From an optimization exercise on the open Yosys and OpenROAD flow, aimed at small area, a short achievable clock period and few clock cycles; shortcuts taken in it are not production practice. At most, simulation tests tie the RTL to the original design; equivalence was not proved. Power is estimated from default activity; no workload was simulated.

==> flow/design.v (excerpt) <==
module fcsu (
    input  wire        clk,
    input  wire        rst,
    input  wire        h_valid,
    output wire        h_ready,
    input  wire        h_write,
    input  wire        h_word,
    input  wire [17:0] h_addr,
    input  wire [31:0] h_wdata,
    output wire        h_done,
    output wire [31:0] h_rdata,
    output reg         in_en,
    output reg         in_we,
    output reg  [3:0]  in_wmask,
    output reg  [11:0] in_addr,
    output reg  [31:0] in_wdata,
    input  wire [31:0] in_rdata,
    output reg         out_en,
    output reg         out_we,
    output reg  [3:0]  out_wmask,
    output reg  [11:0] out_addr,
    output reg  [31:0] out_wdata,
    input  wire [31:0] out_rdata
);
Size: roughly 2400 cells after synthesis, roughly 390 flip-flops, roughly 25000 um^2 of cells after synthesis.
export LEC_CHECK = 0
export CAP_MARGIN = 20
export CORE_MARGIN = 2
export CORE_UTILIZATION = 40
export SETUP_SLACK_MARGIN = 5.0
export SLEW_MARGIN = 20
create_clock -name core_clock -period 10.0 [get_ports {clk}]
run.sh (not shown) runs the stock make flow with config.mk's settings and CLKGATE_MAP_FILE= SYNTH_SCRIPT=/design/flow/synth_recipe.tcl, a recipe that flattens the netlist after the stock synthesis.
==> next run, changes <==
SETUP_SLACK_MARGIN = 4.0   (was 5.0)
=>
- power stays flat
- first-iteration DRC count went down slightly
- routed wire length went up slightly
- via count drops slightly
- sequential share of layout area increases by 0.94 points
- cell area goes down by a few percent
- worst hold slack got worse by 4.1 ps
Function was not checked in any run of this note: the RTL went through the layout flow alone.

* * *

Setup of job 101:
fcsu, a different RTL version from the one above (not shown whole).
Size: ~2500 cells after synthesis, about 250 I/O pins, about 26000 um^2 of cells after synthesis.
export LEC_CHECK = 0
export CAP_MARGIN = 20
export CORE_MARGIN = 2
export CORE_UTILIZATION = 55
export CTS_BUF_LIST = sky130_fd_sc_hd__clkbuf_8
export CTS_CLUSTER_DIAMETER = 60
export CTS_CLUSTER_SIZE = 10
export PLACE_DENSITY = 0.75
export SETUP_SLACK_MARGIN = 4.5
export SLEW_MARGIN = 20
create_clock -name core_clock -period 10.0 [get_ports {clk}]
standard.sh (not shown) runs the stock make flow with config.mk's settings and CLKGATE_MAP_FILE= SYNTH_SCRIPT=/design/flow/synth_recipe.tcl, a recipe that flattens the netlist after the stock synthesis.
==> flow/flow/run.sh <==
#!/bin/bash
# The standard layout (the standard.sh: standard synthesis, floorplan,
# placement, CTS, routing), with changes to which cells are chosen only:
# - the port buffers are plain buf_2 cells instead of the delay buffer
#   buffer_ports picks by default;
# - timing repair may swap a cell for one of another footprint;
# - besides the platform's don't-use cells, the slow wide OR / NOR gates
#   (or4 or4b or4bb or3 or3b nor4 nor4b nor4bb) are not used, so that wide address decodes map to
#   NAND / NOR trees.
# ORFS's own logs stay under orfs/logs; the make output goes to standard.log.
set -euo pipefail
PLATFORM_DONT_USE="sky130_fd_sc_hd__probe_p_8 sky130_fd_sc_hd__probec_p_8 sky130_fd_sc_hd__lpflow_bleeder_1 sky130_fd_sc_hd__lpflow_clkbufkapwr_1 sky130_fd_sc_hd__lpflow_clkbufkapwr_16 sky130_fd_sc_hd__lpflow_clkbufkapwr_2 sky130_fd_sc_hd__lpflow_clkbufkapwr_4 sky130_fd_sc_hd__lpflow_clkbufkapwr_8 sky130_fd_sc_hd__lpflow_clkinvkapwr_1 sky130_fd_sc_hd__lpflow_clkinvkapwr_16 sky130_fd_sc_hd__lpflow_clkinvkapwr_2 sky130_fd_sc_hd__lpflow_clkinvkapwr_4 sky130_fd_sc_hd__lpflow_clkinvkapwr_8 sky130_fd_sc_hd__lpflow_decapkapwr_12 sky130_fd_sc_hd__lpflow_decapkapwr_3 sky130_fd_sc_hd__lpflow_decapkapwr_4 sky130_fd_sc_hd__lpflow_decapkapwr_6 sky130_fd_sc_hd__lpflow_decapkapwr_8 sky130_fd_sc_hd__lpflow_inputiso0n_1 sky130_fd_sc_hd__lpflow_inputiso0p_1 sky130_fd_sc_hd__lpflow_inputiso1n_1 sky130_fd_sc_hd__lpflow_inputiso1p_1 sky130_fd_sc_hd__lpflow_inputisolatch_1 sky130_fd_sc_hd__lpflow_isobufsrc_1 sky130_fd_sc_hd__lpflow_isobufsrc_16 sky130_fd_sc_hd__lpflow_isobufsrc_2 sky130_fd_sc_hd__lpflow_isobufsrc_4 sky130_fd_sc_hd__lpflow_isobufsrc_8 sky130_fd_sc_hd__lpflow_isobufsrckapwr_16 sky130_fd_sc_hd__lpflow_lsbuf_lh_hl_isowell_tap_1 sky130_fd_sc_hd__lpflow_lsbuf_lh_hl_isowell_tap_2 sky130_fd_sc_hd__lpflow_lsbuf_lh_hl_isowell_tap_4 sky130_fd_sc_hd__lpflow_lsbuf_lh_isowell_4 sky130_fd_sc_hd__lpflow_lsbuf_lh_isowell_tap_1 sky130_fd_sc_hd__lpflow_lsbuf_lh_isowell_tap_2 sky130_fd_sc_hd__lpflow_lsbuf_lh_isowell_tap_4 "
EXTRA_DONT_USE=" sky130_fd_sc_hd__or4_1 sky130_fd_sc_hd__or4_2 sky130_fd_sc_hd__or4_4 sky130_fd_sc_hd__or4b_1 sky130_fd_sc_hd__or4b_2 sky130_fd_sc_hd__or4b_4 sky130_fd_sc_hd__or4bb_1 sky130_fd_sc_hd__or4bb_2 sky130_fd_sc_hd__or4bb_4 sky130_fd_sc_hd__or3_1 sky130_fd_sc_hd__or3_2 sky130_fd_sc_hd__or3_4 sky130_fd_sc_hd__or3b_1 sky130_fd_sc_hd__or3b_2 sky130_fd_sc_hd__or3b_4 sky130_fd_sc_hd__nor4_1 sky130_fd_sc_hd__nor4_2 sky130_fd_sc_hd__nor4_4 sky130_fd_sc_hd__nor4b_1 sky130_fd_sc_hd__nor4b_2 sky130_fd_sc_hd__nor4b_4 sky130_fd_sc_hd__nor4bb_1 sky130_fd_sc_hd__nor4bb_2 sky130_fd_sc_hd__nor4bb_4"
bash standard.sh MATCH_CELL_FOOTPRINT=0 "BUFFER_PORTS_ARGS=-buffer_cell sky130_fd_sc_hd__buf_2" \
    "DONT_USE_CELLS=$PLATFORM_DONT_USE $EXTRA_DONT_USE" finish > standard.log 2>&1
Testbench counts of job 101, summed over its fixed seeds: cycles 126,101.
The following lists how job 102 was set up differently from job 101:
--- a/flow/config.mk
+++ b/flow/config.mk
@@ -13,4 +13,4 @@
 export CTS_CLUSTER_SIZE = 10
-export PLACE_DENSITY = 0.75
-export SETUP_SLACK_MARGIN = 4.5
+export PLACE_DENSITY = 0.7
+export SETUP_SLACK_MARGIN = 4.3
 export SLEW_MARGIN = 20
## What came out
[compare] base=job 101 new=job 102: length of routed met2 wiring went down by about 1.6%; largest driver fanout on the critical path went up by 8; sequential share of layout area went up by 1.5 points.
Changes in job 103 relative to job 102:
--- a/flow/config.mk
+++ b/flow/config.mk
@@ -9,8 +9,5 @@
 export CORE_MARGIN = 2
-export CORE_UTILIZATION = 55
-export CTS_BUF_LIST = sky130_fd_sc_hd__clkbuf_8
-export CTS_CLUSTER_DIAMETER = 60
-export CTS_CLUSTER_SIZE = 10
-export PLACE_DENSITY = 0.7
-export SETUP_SLACK_MARGIN = 4.3
+export CORE_UTILIZATION = 50
+export PLACE_DENSITY = 0.65
+export SETUP_SLACK_MARGIN = 4.5
 export SLEW_MARGIN = 20
--- outcome ---
- Changes observed in job 103 relative to job 102: number of signal-net buffers in the layout went up by 27, global-route wire length before repair moved up, via count neither gained nor lost much, switching power saw an increase.
- Lower number of clock-tree buffers in the layout was reported by job 102, not job 103.
- Lower register-to-register slack was reported by job 102, not job 103.
- In terms of clock transition time at the flip-flop clock pins of the worst setup and hold paths, job 103 and job 102 differ only marginally.
- Lower setup skew after layout goes to job 103 over job 102.
- Width of the die for job 103 is higher than for job 102.
- Compared with job 102, job 103 instantiates a larger number of cells.
- Sequential share of power: higher on job 102
Modified inputs, job 104 compared to job 103
--- a/flow/config.mk
+++ b/flow/config.mk
@@ -10,2 +10,5 @@
 export CORE_UTILIZATION = 50
+export CTS_BUF_LIST = sky130_fd_sc_hd__clkbuf_4
+export CTS_CLUSTER_DIAMETER = 40
+export CTS_CLUSTER_SIZE = 8
 export PLACE_DENSITY = 0.65
Results
NOTE cell count job 103->job 104 increased slightly
Per the comparison of job 104 with job 103, reg-to-reg setup timing slack saw little to no change; maximum net fanout on the critical path went up by 3; number of vias per cell -0.066; setup slack now sits lower.

* * *

Setup of JK:
fcsu, a different RTL version from the one above (not shown whole).
Size: ~4,000 cells after synthesis, ~250 I/O pins, ~26,000 µm² of cells after synthesis.
Design fcsu, start of the top module:
module fcsu (
    input  wire        clk,
    input  wire        rst,
    input  wire        h_valid,
    output wire        h_ready,
    input  wire        h_write,
    input  wire        h_word,
    input  wire [17:0] h_addr,
    input  wire [31:0] h_wdata,
    output wire        h_done,
    output wire [31:0] h_rdata,
    output reg         in_en,
    output reg         in_we,
    output reg  [3:0]  in_wmask,
    output reg  [11:0] in_addr,
    output reg  [31:0] in_wdata,
    input  wire [31:0] in_rdata,
    output reg         out_en,
    output reg         out_we,
    output reg  [3:0]  out_wmask,
    output reg  [11:0] out_addr,
    output reg  [31:0] out_wdata,
    input  wire [31:0] out_rdata
);
Settings: LEC_CHECK=0, ABC_AREA=1, CAP_MARGIN=20, CORE_MARGIN=2, CORE_UTILIZATION=40, SLEW_MARGIN=20; clock period 10.0 ns.
run.sh (not shown) runs the stock make flow with config.mk's settings and CLKGATE_MAP_FILE= SYNTH_SCRIPT=/design/flow/synth_recipe.tcl, a recipe that flattens the netlist after the stock synthesis.
Stock flow here: none of the scripts above is used.
Testbench counts of JK, summed over its fixed seeds: cycles 125,807.
Setup changes, JK to MS
- removing ABC_AREA (formerly 1)
Findings:
- The final layout from MS, which completed every stage, passed the timing, design-rule and antenna checks at the end of the flow.
- JK -> MS: global placer's final weighted congestion decreased by a few percent
- Comparing MS and JK, the lower logic gate share of total power was measured on MS.
- MS vs. JK: final area saw an increase, gate count after technology mapping saw a decrease, final critical-path required period saw an increase, minimum setup slack in the final design saw a decrease, routed length per instance saw an increase.
- Comparing JK with MS, the routed wire length came out essentially unchanged.
- Max sequential share of layout area across MS and JK: JK

* * *

Setup of R:
Another version of the RTL of fcsu (not shown whole).
Size in the first run: roughly 2400 cells after synthesis, ~400 flip-flops, roughly 250 I/O pins, roughly 25000 µm² of cells after synthesis.
==> flow/design.v (excerpt) <==
module fcsu (
    input  wire        clk,
    input  wire        rst,
    input  wire        h_valid,
    output wire        h_ready,
    input  wire        h_write,
    input  wire        h_word,
    input  wire [17:0] h_addr,
    input  wire [31:0] h_wdata,
    output wire        h_done,
    output wire [31:0] h_rdata,
    output reg         in_en,
    output reg         in_we,
    output reg  [3:0]  in_wmask,
    output reg  [11:0] in_addr,
    output reg  [31:0] in_wdata,
    input  wire [31:0] in_rdata,
    output reg         out_en,
    output reg         out_we,
    output reg  [3:0]  out_wmask,
    output reg  [11:0] out_addr,
    output reg  [31:0] out_wdata,
    input  wire [31:0] out_rdata
);
    localparam [3:0] ST_OK        = 4'h0;
    localparam [3:0] ST_EMPTY     = 4'h1;
    localparam [3:0] ST_LEN_MIS   = 4'h2;
    localparam [3:0] ST_UNK_ITEM  = 4'h3;
    localparam [3:0] ST_TRUNC     = 4'h4;
    localparam [3:0] ST_BAD_WIDTH = 4'h5;
    localparam [3:0] ST_TOO_LONG  = 4'h6;
    localparam [3:0] ST_INV_ARG   = 4'h7;
    localparam [3:0] ST_SMP_END   = 4'h8;
    localparam [3:0] ST_NOT_ARMED = 4'h9;
    localparam [3:0] ST_ILLEGAL   = 4'hA;
    localparam [3:0] S_IDLE = 4'd0;    
    localparam [3:0] S_RDB  = 4'd1;    
    localparam [3:0] S_ENC  = 4'd2;    
    localparam [3:0] S_DEC1 = 4'd3;    
    localparam [3:0] S_DEC2 = 4'd4;    
    localparam [3:0] S_NXW  = 4'd5;    
    localparam [3:0] S_NX2  = 4'd6;    
    localparam [3:0] S_ENC0 = 4'd7;    
    localparam [3:0] S_DIV  = 4'd8;    
    reg [3:0]  state;
    reg        mflag;      
    reg        rdv;        
    reg        el;         
    reg        rrg;        
    reg [5:0]  ra;         
    reg [1:0]  lane;       
    reg [31:0] type_r, item_r, tlen_r, hdr_r, width_r, soff_r, slen_r;
    reg [13:0] in_len;
    reg [13:0] out_len;
    reg [3:0]  status;
    reg [15:0] r_hdr;
    reg        r_esc;
    reg [15:0] r_c;        
    reg        m_t;
    reg        m_dec;
  ...
Settings: LEC_CHECK=0, CAP_MARGIN=20, CORE_MARGIN=2, CORE_UTILIZATION=50, PLACE_DENSITY=0.65, SETUP_SLACK_MARGIN=5.0, SLEW_MARGIN=20; clock period 10.0 ns.
standard.sh (not shown) runs the stock make flow with config.mk's settings and CLKGATE_MAP_FILE= SYNTH_SCRIPT=/design/flow/synth_recipe.tcl, a recipe that flattens the netlist after the stock synthesis.
==> flow/flow/run.sh <==
#!/bin/bash
# The standard layout (the standard.sh: standard synthesis, floorplan,
# placement, CTS, routing), with two changes to how cells are chosen:
# - the port buffers are plain buf_2 cells instead of the delay buffer
#   buffer_ports picks by default;
# - timing repair may swap a cell for one of another footprint.
# ORFS's own logs stay under orfs/logs; the make output goes to standard.log.
set -euo pipefail
bash standard.sh MATCH_CELL_FOOTPRINT=0 "BUFFER_PORTS_ARGS=-buffer_cell sky130_fd_sc_hd__buf_2" finish > standard.log 2>&1
Setup changes, R to Q
- SETUP_SLACK_MARGIN: 5.0 -> 4.5
Findings:
Q closes out successfully: all stages finished, all timing, DRC and antenna checks passed.
Q against R: via density per instance shows an increase of 0.71%, die area neither gained nor lost much, routed wirelength normalized by instance count has decreased, placer's final routability congestion estimate moved up.
Number of nets in the final layout of Q falls short of that of R slightly.
R was larger in final cell area than Q.
Across both runs, sequential portion of the cell area was higher for Q than for R.
Final design utilization: R and Q compared, higher one is R
R → Q: post-route worst setup slack climbed 0.027 ns, register share of total power climbed 1.8 points, max-cap check violation count barely changed.
No run of this note included a check of the RTL's function; only the layout flow was run.

* * *

Another version of the RTL of fcsu (not shown whole).
Size in the first run: ~2400 cells after synthesis, about 250 I/O pins, roughly 25000 µm² of cells after synthesis.
export LEC_CHECK = 0
export CAP_MARGIN = 20
export CORE_MARGIN = 2
export CORE_UTILIZATION = 55
export CTS_BUF_LIST = sky130_fd_sc_hd__clkbuf_8
export CTS_CLUSTER_DIAMETER = 60
export CTS_CLUSTER_SIZE = 10
export PLACE_DENSITY = 0.7
export SETUP_SLACK_MARGIN = 4.6
export SLEW_MARGIN = 20
create_clock -name core_clock -period 10.0 [get_ports {clk}]
==> flow/flow/run.sh <==
#!/bin/bash
# The standard layout (the standard.sh: standard synthesis, floorplan,
# placement, CTS, routing), with changes to which cells are chosen only:
# - the port buffers are plain buf_2 cells instead of the delay buffer
#   buffer_ports picks by default;
# - timing repair may swap a cell for one of another footprint;
# - besides the platform's don't-use cells, the slow wide OR / NOR gates
#   (or4 or4b or4bb or3 or3b nor4 nor4b nor4bb) are not used, so that wide address decodes map to
#   NAND / NOR trees.
# ORFS's own logs stay under orfs/logs; the make output goes to standard.log.
set -euo pipefail
PLATFORM_DONT_USE="sky130_fd_sc_hd__probe_p_8 sky130_fd_sc_hd__probec_p_8 sky130_fd_sc_hd__lpflow_bleeder_1 sky130_fd_sc_hd__lpflow_clkbufkapwr_1 sky130_fd_sc_hd__lpflow_clkbufkapwr_16 sky130_fd_sc_hd__lpflow_clkbufkapwr_2 sky130_fd_sc_hd__lpflow_clkbufkapwr_4 sky130_fd_sc_hd__lpflow_clkbufkapwr_8 sky130_fd_sc_hd__lpflow_clkinvkapwr_1 sky130_fd_sc_hd__lpflow_clkinvkapwr_16 sky130_fd_sc_hd__lpflow_clkinvkapwr_2 sky130_fd_sc_hd__lpflow_clkinvkapwr_4 sky130_fd_sc_hd__lpflow_clkinvkapwr_8 sky130_fd_sc_hd__lpflow_decapkapwr_12 sky130_fd_sc_hd__lpflow_decapkapwr_3 sky130_fd_sc_hd__lpflow_decapkapwr_4 sky130_fd_sc_hd__lpflow_decapkapwr_6 sky130_fd_sc_hd__lpflow_decapkapwr_8 sky130_fd_sc_hd__lpflow_inputiso0n_1 sky130_fd_sc_hd__lpflow_inputiso0p_1 sky130_fd_sc_hd__lpflow_inputiso1n_1 sky130_fd_sc_hd__lpflow_inputiso1p_1 sky130_fd_sc_hd__lpflow_inputisolatch_1 sky130_fd_sc_hd__lpflow_isobufsrc_1 sky130_fd_sc_hd__lpflow_isobufsrc_16 sky130_fd_sc_hd__lpflow_isobufsrc_2 sky130_fd_sc_hd__lpflow_isobufsrc_4 sky130_fd_sc_hd__lpflow_isobufsrc_8 sky130_fd_sc_hd__lpflow_isobufsrckapwr_16 sky130_fd_sc_hd__lpflow_lsbuf_lh_hl_isowell_tap_1 sky130_fd_sc_hd__lpflow_lsbuf_lh_hl_isowell_tap_2 sky130_fd_sc_hd__lpflow_lsbuf_lh_hl_isowell_tap_4 sky130_fd_sc_hd__lpflow_lsbuf_lh_isowell_4 sky130_fd_sc_hd__lpflow_lsbuf_lh_isowell_tap_1 sky130_fd_sc_hd__lpflow_lsbuf_lh_isowell_tap_2 sky130_fd_sc_hd__lpflow_lsbuf_lh_isowell_tap_4 "
EXTRA_DONT_USE=" sky130_fd_sc_hd__or4_1 sky130_fd_sc_hd__or4_2 sky130_fd_sc_hd__or4_4 sky130_fd_sc_hd__or4b_1 sky130_fd_sc_hd__or4b_2 sky130_fd_sc_hd__or4b_4 sky130_fd_sc_hd__or4bb_1 sky130_fd_sc_hd__or4bb_2 sky130_fd_sc_hd__or4bb_4 sky130_fd_sc_hd__or3_1 sky130_fd_sc_hd__or3_2 sky130_fd_sc_hd__or3_4 sky130_fd_sc_hd__or3b_1 sky130_fd_sc_hd__or3b_2 sky130_fd_sc_hd__or3b_4 sky130_fd_sc_hd__nor4_1 sky130_fd_sc_hd__nor4_2 sky130_fd_sc_hd__nor4_4 sky130_fd_sc_hd__nor4b_1 sky130_fd_sc_hd__nor4b_2 sky130_fd_sc_hd__nor4b_4 sky130_fd_sc_hd__nor4bb_1 sky130_fd_sc_hd__nor4bb_2 sky130_fd_sc_hd__nor4bb_4"
bash standard.sh MATCH_CELL_FOOTPRINT=0 "BUFFER_PORTS_ARGS=-buffer_cell sky130_fd_sc_hd__buf_2" \
    "DONT_USE_CELLS=$PLATFORM_DONT_USE $EXTRA_DONT_USE" finish > standard.log 2>&1
The baseline passed the timing, design-rule and antenna checks.
Testbench counts at the start, summed over its fixed seeds: cycles 126,997.
Edit:
Settings changed: CORE_UTILIZATION 55 to 50, PLACE_DENSITY 0.7 to 0.65, SETUP_SLACK_MARGIN 4.6 to 4.5.
After rerunning:
- non-clock buffer count came out lower by 27
- critical path depth stays the same
- count of clock-buffer cells in the layout came out higher by 2
- cell area came out lower slightly
- global-route usage came out lower by 3.8 points
- setup slack loses 110 ps
- worst hold slack gains 34 ps
- synthesized area stays the same
- sequential cell count does not change
- clock power came out higher by a few percent
Edit:
Settings changed: CORE_UTILIZATION 50 to 55, PLACE_DENSITY 0.65 to 0.7, SETUP_SLACK_MARGIN 4.5 to 4.3.
=> Area after synthesis is unchanged. Synthesized cell count is unchanged. Register-to-register slack gets better by 40 ps. Final cell count went down by 3.4%. Fmax went down by 3.8%. Combinational power went down by 3.2%. Count of clock-buffer cells in the layout went down by 2. Non-clock buffer count went down by 29. Clock skew went up by 4.7 ps.
Edit:
==> flow/flow/run.sh (replaced) <==
#!/bin/bash
# The standard layout (the standard.sh: standard synthesis, floorplan,
# placement, CTS, routing), with changes to which cells are chosen only:
# - the port buffers are plain buf_2 cells instead of the delay buffer
#   buffer_ports picks by default;
# - timing repair may swap a cell for one of another footprint;
# - besides the platform's don't-use cells, the slow wide OR / NOR gates
#   (or4 or4b or4bb or3 or3b nor4 nor4b nor4bb and4 and4b and4bb nand4 nand4b nand4bb) are not used, so that wide address decodes map to
#   NAND / NOR trees.
# ORFS's own logs stay under orfs/logs; the make output goes to standard.log.
set -euo pipefail
PLATFORM_DONT_USE="sky130_fd_sc_hd__probe_p_8 sky130_fd_sc_hd__probec_p_8 sky130_fd_sc_hd__lpflow_bleeder_1 sky130_fd_sc_hd__lpflow_clkbufkapwr_1 sky130_fd_sc_hd__lpflow_clkbufkapwr_16 sky130_fd_sc_hd__lpflow_clkbufkapwr_2 sky130_fd_sc_hd__lpflow_clkbufkapwr_4 sky130_fd_sc_hd__lpflow_clkbufkapwr_8 sky130_fd_sc_hd__lpflow_clkinvkapwr_1 sky130_fd_sc_hd__lpflow_clkinvkapwr_16 sky130_fd_sc_hd__lpflow_clkinvkapwr_2 sky130_fd_sc_hd__lpflow_clkinvkapwr_4 sky130_fd_sc_hd__lpflow_clkinvkapwr_8 sky130_fd_sc_hd__lpflow_decapkapwr_12 sky130_fd_sc_hd__lpflow_decapkapwr_3 sky130_fd_sc_hd__lpflow_decapkapwr_4 sky130_fd_sc_hd__lpflow_decapkapwr_6 sky130_fd_sc_hd__lpflow_decapkapwr_8 sky130_fd_sc_hd__lpflow_inputiso0n_1 sky130_fd_sc_hd__lpflow_inputiso0p_1 sky130_fd_sc_hd__lpflow_inputiso1n_1 sky130_fd_sc_hd__lpflow_inputiso1p_1 sky130_fd_sc_hd__lpflow_inputisolatch_1 sky130_fd_sc_hd__lpflow_isobufsrc_1 sky130_fd_sc_hd__lpflow_isobufsrc_16 sky130_fd_sc_hd__lpflow_isobufsrc_2 sky130_fd_sc_hd__lpflow_isobufsrc_4 sky130_fd_sc_hd__lpflow_isobufsrc_8 sky130_fd_sc_hd__lpflow_isobufsrckapwr_16 sky130_fd_sc_hd__lpflow_lsbuf_lh_hl_isowell_tap_1 sky130_fd_sc_hd__lpflow_lsbuf_lh_hl_isowell_tap_2 sky130_fd_sc_hd__lpflow_lsbuf_lh_hl_isowell_tap_4 sky130_fd_sc_hd__lpflow_lsbuf_lh_isowell_4 sky130_fd_sc_hd__lpflow_lsbuf_lh_isowell_tap_1 sky130_fd_sc_hd__lpflow_lsbuf_lh_isowell_tap_2 sky130_fd_sc_hd__lpflow_lsbuf_lh_isowell_tap_4 "
EXTRA_DONT_USE=" sky130_fd_sc_hd__or4_1 sky130_fd_sc_hd__or4_2 sky130_fd_sc_hd__or4_4 sky130_fd_sc_hd__or4b_1 sky130_fd_sc_hd__or4b_2 sky130_fd_sc_hd__or4b_4 sky130_fd_sc_hd__or4bb_1 sky130_fd_sc_hd__or4bb_2 sky130_fd_sc_hd__or4bb_4 sky130_fd_sc_hd__or3_1 sky130_fd_sc_hd__or3_2 sky130_fd_sc_hd__or3_4 sky130_fd_sc_hd__or3b_1 sky130_fd_sc_hd__or3b_2 sky130_fd_sc_hd__or3b_4 sky130_fd_sc_hd__nor4_1 sky130_fd_sc_hd__nor4_2 sky130_fd_sc_hd__nor4_4 sky130_fd_sc_hd__nor4b_1 sky130_fd_sc_hd__nor4b_2 sky130_fd_sc_hd__nor4b_4 sky130_fd_sc_hd__nor4bb_1 sky130_fd_sc_hd__nor4bb_2 sky130_fd_sc_hd__nor4bb_4 sky130_fd_sc_hd__and4_1 sky130_fd_sc_hd__and4_2 sky130_fd_sc_hd__and4_4 sky130_fd_sc_hd__and4b_1 sky130_fd_sc_hd__and4b_2 sky130_fd_sc_hd__and4b_4 sky130_fd_sc_hd__and4bb_1 sky130_fd_sc_hd__and4bb_2 sky130_fd_sc_hd__and4bb_4 sky130_fd_sc_hd__nand4_1 sky130_fd_sc_hd__nand4_2 sky130_fd_sc_hd__nand4_4 sky130_fd_sc_hd__nand4b_1 sky130_fd_sc_hd__nand4b_2 sky130_fd_sc_hd__nand4b_4 sky130_fd_sc_hd__nand4bb_1 sky130_fd_sc_hd__nand4bb_2 sky130_fd_sc_hd__nand4bb_4"
bash standard.sh MATCH_CELL_FOOTPRINT=0 "BUFFER_PORTS_ARGS=-buffer_cell sky130_fd_sc_hd__buf_2" \
    "DONT_USE_CELLS=$PLATFORM_DONT_USE $EXTRA_DONT_USE" finish > standard.log 2>&1
Settings changed: SETUP_SLACK_MARGIN 4.3 to 4.5.
What happened: The changed run finished with timing, DRC and antenna clean. Setup slack improved by 220 ps. Synthesized cell count rises slightly. Synthesized area is about the same. Total power rises slightly. Routed wire length rises by a few percent.

## static timing again, ports no longer ideal
The results above use ideal ports. As a check the final layouts listed here were re-extracted and re-timed, cells and wires unchanged. Step 1 assumes that a clkbuf_16 drives the clock port and a buf_2 every other input. Step 2, shift: input delay + t, output delay - t, t = (earliest + latest rising clock arrival at the registers) / 2. This alone moves slack from input paths to output paths. Three values: no drivers, after step 1, after step 2; two values: the first two.
| run | t (ns) | setup slack, ns | latest minus earliest clock arrival (ns) | slew at the worst register clock pin (ns) | pins driven straight from the clock port |
|---|---|---|---|---|---|
| the first run of note 1 | 0.663 | 3.206 / 3.171 / 3.171 | 0.033 / 0.033 | 0.07 / 0.07 | 1 |
| the second run of note 1 | 0.657 | 3.281 / 3.225 / 3.251 | 0.057 / 0.057 | 0.07 / 0.07 | 1 |
| job 101 | 0.734 | 3.763 / 3.659 / 3.659 | 0.067 / 0.067 | 0.09 / 0.09 | 1 |
| job 102 | 0.727 | 4.338 / 4.290 / 4.252 | 0.060 / 0.060 | 0.09 / 0.09 | 1 |
| job 103 | 0.667 | 4.442 / 4.384 / 4.384 | 0.041 / 0.041 | 0.07 / 0.07 | 1 |
| job 104 | 0.904 | 4.391 / 4.326 / 4.326 | 0.087 / 0.087 | 0.10 / 0.10 | 1 |
| JK | 0.688 | 1.303 / 1.272 / 1.272 | 0.048 / 0.047 | 0.07 / 0.07 | 1 |
| MS | 0.674 | 1.254 / 1.227 / 1.227 | 0.026 / 0.027 | 0.07 / 0.07 | 1 |
| R | 0.661 | 4.097 / 4.061 / 4.061 | 0.031 / 0.031 | 0.07 / 0.07 | 1 |
| Q | 0.665 | 4.124 / 4.094 / 4.094 | 0.035 / 0.035 | 0.07 / 0.07 | 1 |
| the first run of note 5 | 0.732 | 4.498 / 4.438 / 4.458 | 0.063 / 0.063 | 0.08 / 0.08 | 1 |
| the second run of note 5 | 0.758 | 4.390 / 4.329 / 4.102 | 0.062 / 0.062 | 0.09 / 0.09 | 1 |
| the third run of note 5 | 0.734 | 4.166 / 4.107 / 3.962 | 0.076 / 0.075 | 0.09 / 0.09 | 1 |
| the fourth run of note 5 | 0.730 | 4.386 / 4.326 / 4.092 | 0.029 / 0.030 | 0.08 / 0.08 | 1 |
After both steps every run listed still meets setup and hold. For the fourth run of note 5, which loses most, drivers alone change the setup slack by -0.060 ns; drivers and shift together by -0.294 ns.
